From an optimization exercise on the open Yosys and OpenROAD flow, aimed at small area, a short achievable clock period and few clock cycles; shortcuts taken in it are not production practice.
Function was checked by simulation only, so behaviour that the tests miss may differ from the original.
Power and IR drop assume default switching activity.

job 101:
Design sc57, start of the top module:
module sc57 (
    input  wire        clk,
    input  wire        rst,      
    input  wire        req,
    input  wire        we,
    input  wire [7:0]  addr,
    input  wire [63:0] wdata,
    output wire        ready,
    output reg         rvalid,
    output reg  [63:0] rdata
);
Size: about 1300 flip-flops, about 140 I/O pins.
Settings: LEC_CHECK=0, CAP_MARGIN=20, CORE_MARGIN=2, CORE_UTILIZATION=40, PLACE_DENSITY=0.6, SETUP_SLACK_MARGIN=5, SLEW_MARGIN=20, TNS_END_PERCENT=100; clock period 12.0 ns.
run.sh (not shown) runs the stock make flow with config.mk's settings and CLKGATE_MAP_FILE= SYNTH_SCRIPT=/design/flow/synth_recipe.tcl, a recipe that flattens the netlist after the stock synthesis.
Testbench counts of job 101, summed over its fixed seeds: cycles 31,456.
The following lists how job 103 was set up differently from job 101:
--- a/flow/design.v
+++ b/flow/design.v
@@ -133,22 +133,23 @@
         bufr[12], bufr[13], bufr[14], bufr[15], bufr[16], bufr[17]
     };
     wire [6:0] enc_nk  = cnt + 7'd1;
     wire [7:0] enc_pos = {1'b0, enc_nk} + {enc_nk, 1'b0};    
     wire [2:0] enc_nxt = (enc_nk < 7'd48) ? {buf_flat[8'd143 - enc_pos], buf_flat[8'd142 - enc_pos],
                                              buf_flat[8'd141 - enc_pos]} : 3'd0;
     reg  [2:0] enc_bits;
     always @(posedge clk) begin
         case (state)
             S_ENC:   enc_bits <= enc_nxt;
+            S_PACK:  enc_bits <= mpack_bytes[143:141];
             S_XSUM:  enc_bits <= buf_sum[7:5];
-            default: enc_bits <= wdata[2] ? mpack_bytes[143:141] : buf_flat[143:141];
+            default: enc_bits <= buf_flat[143:141];
         endcase
     end
     integer i, ci, ri, gi;
     reg [149:0] w_enc;
     reg [11:0]  gcar_n;
     integer s, j, g;
     reg ec, eco, egg, epp;
     reg [5:0] ed;
     reg [2:0] elo;
     always @(*) begin
@@ -234,28 +235,21 @@
                                 cmd_pay <= wdata[2];
                                 cmd_x   <= wdata[4];
                                 if (wdata[0]) begin                   
                                     if (!wdata[1])
                                         state <= wdata[4] ? S_XCHK : S_UNPK;
                                     else if (!tlen_ok)
                                         status_code <= ST_BADCODE;
                                     else
                                         state <= S_DEC;
                                 end
-                                else if (wdata[2]) begin              
-                                    for (i = 0; i < 18; i = i + 1)
-                                        bufr[i] <= wdata[4] ? xpack_bytes[143 - 8*i -: 8]
-                                                            : mpack_bytes[143 - 8*i -: 8];
-                                    if (wdata[4])      state <= S_XSUM;    
-                                    else if (wdata[1]) state <= S_ENC;
-                                    else               status_code <= ST_OK;
-                                end
+                                else if (wdata[2]) state <= S_PACK;   
                                 else state <= S_ENC;
                                 dchr <= 3'd0;
                                 dgrp <= 3'd0;
                                 dlast <= 1'b0;
                                 pd_v <= 1'b0;
                                 pd   <= 6'd0;
                                 ovf  <= 1'b0;
                                 cnt  <= 7'd0;
                                 w    <= 150'd0;
                                 gcar <= 12'd0;
@@ -289,20 +283,27 @@
                         8'h94: x_followrecoil <= wdata[0];
                         default: begin
                             if (addr >= 8'h10 && addr <= 8'h21)
                                 bufr[buf_idx] <= wdata[7:0];
                             else if (addr >= 8'h40 && addr <= 8'h7F)
                                 txt[addr[5:0]] <= wdata[7:0];
                         end
                     endcase
                 end
             end
+            S_PACK: begin
+                for (i = 0; i < 18; i = i + 1) begin
+                    bufr[i] <= cmd_x ? xpack_bytes[143 - 8*i -: 8] : mpack_bytes[143 - 8*i -: 8];
+                end
+                state <= cmd_x ? S_XSUM : (cmd_env ? S_ENC : S_IDLE);
+                if (!cmd_x && !cmd_env) status_code <= ST_OK;
+            end
             S_XSUM: begin
                 bufr[0] <= buf_sum;
                 state   <= cmd_env ? S_ENC : S_IDLE;
                 if (!cmd_env) status_code <= ST_OK;
             end
             S_ENC: begin
                 w    <= w_enc;
                 gcar <= gcar_n;
                 cnt  <= cnt + 7'd1;
                 for (gi = 0; gi < 5; gi = gi + 1)
### Flow results
Of the two values seen for category of the most critical setup path, reg2out was produced by job 103 and reg2reg by job 101. Clock transition time at the flip-flop clock pins of the worst setup and hold paths: job 101 vs job 103, no meaningful difference. Job 103: number of buffers created by CTS 0.65% above job 101. Per the comparison of job 103 with job 101, wire length of the first global-routing pass went up 30000 microns, highest achievable clock rate went up, share of post-route cells with drive strength above 1 saw an increase, worst setup slack rose 79 ps. [compare] base=job 101 new=job 103: non-clock inverter total of the final layout rose by 13; total buffers and inverters traversed by the critical path rose by 1; count of clock-buffer cells in the layout fell by 1; total power fell by 0.0039 W. Proportion of power drawn by the clock network (job 103 over job 101): increase, 11 points. Relative to job 101, post-route fraction of the period consumed by the critical path has gone down in job 103. Job 103 ends up with a adder-cell share of the synthesized area that is 0.21 points higher than in job 101. Largest net degree at the start of global routing went up by more than 10% going from job 101 to job 103.
Testbench counts of job 103, summed over its fixed seeds: cycles 31,648.

## re-timing with driven ports
The results above use ideal ports. As a check the final layouts listed here were re-extracted and re-timed, cells and wires unchanged.
Step 1 (the two cells are an assumption about what drives the block):
set clk [get_ports {clk}]
set_driving_cell -lib_cell sky130_fd_sc_hd__clkbuf_16 $clk
set_driving_cell -lib_cell sky130_fd_sc_hd__buf_2 [delete_from_list [all_inputs] $clk]
Step 2 adds t to the input delays and takes it off the output delays; t is the mean of the earliest and latest rising clock arrival at the registers after step 1. Input paths then give back, and output paths get back, about the clock's delay inside the block.
Three values: no drivers, after step 1, after step 2; two values: the first two.
run	shift t [ns]	setup slack, ns	hold slack, ns	clock arrival spread, ns
job 101	0.947	4.891 / 4.826 / 4.690	0.496 / 0.496 / 0.496	0.061 / 0.062
job 103	0.946	4.970 / 4.870 / 4.811	0.468 / 0.468 / 0.468	0.074 / 0.074
After both steps setup and hold are still met in every run listed. For job 101, which loses most, drivers alone change the setup slack by -0.065 ns; drivers and shift together by -0.201 ns.
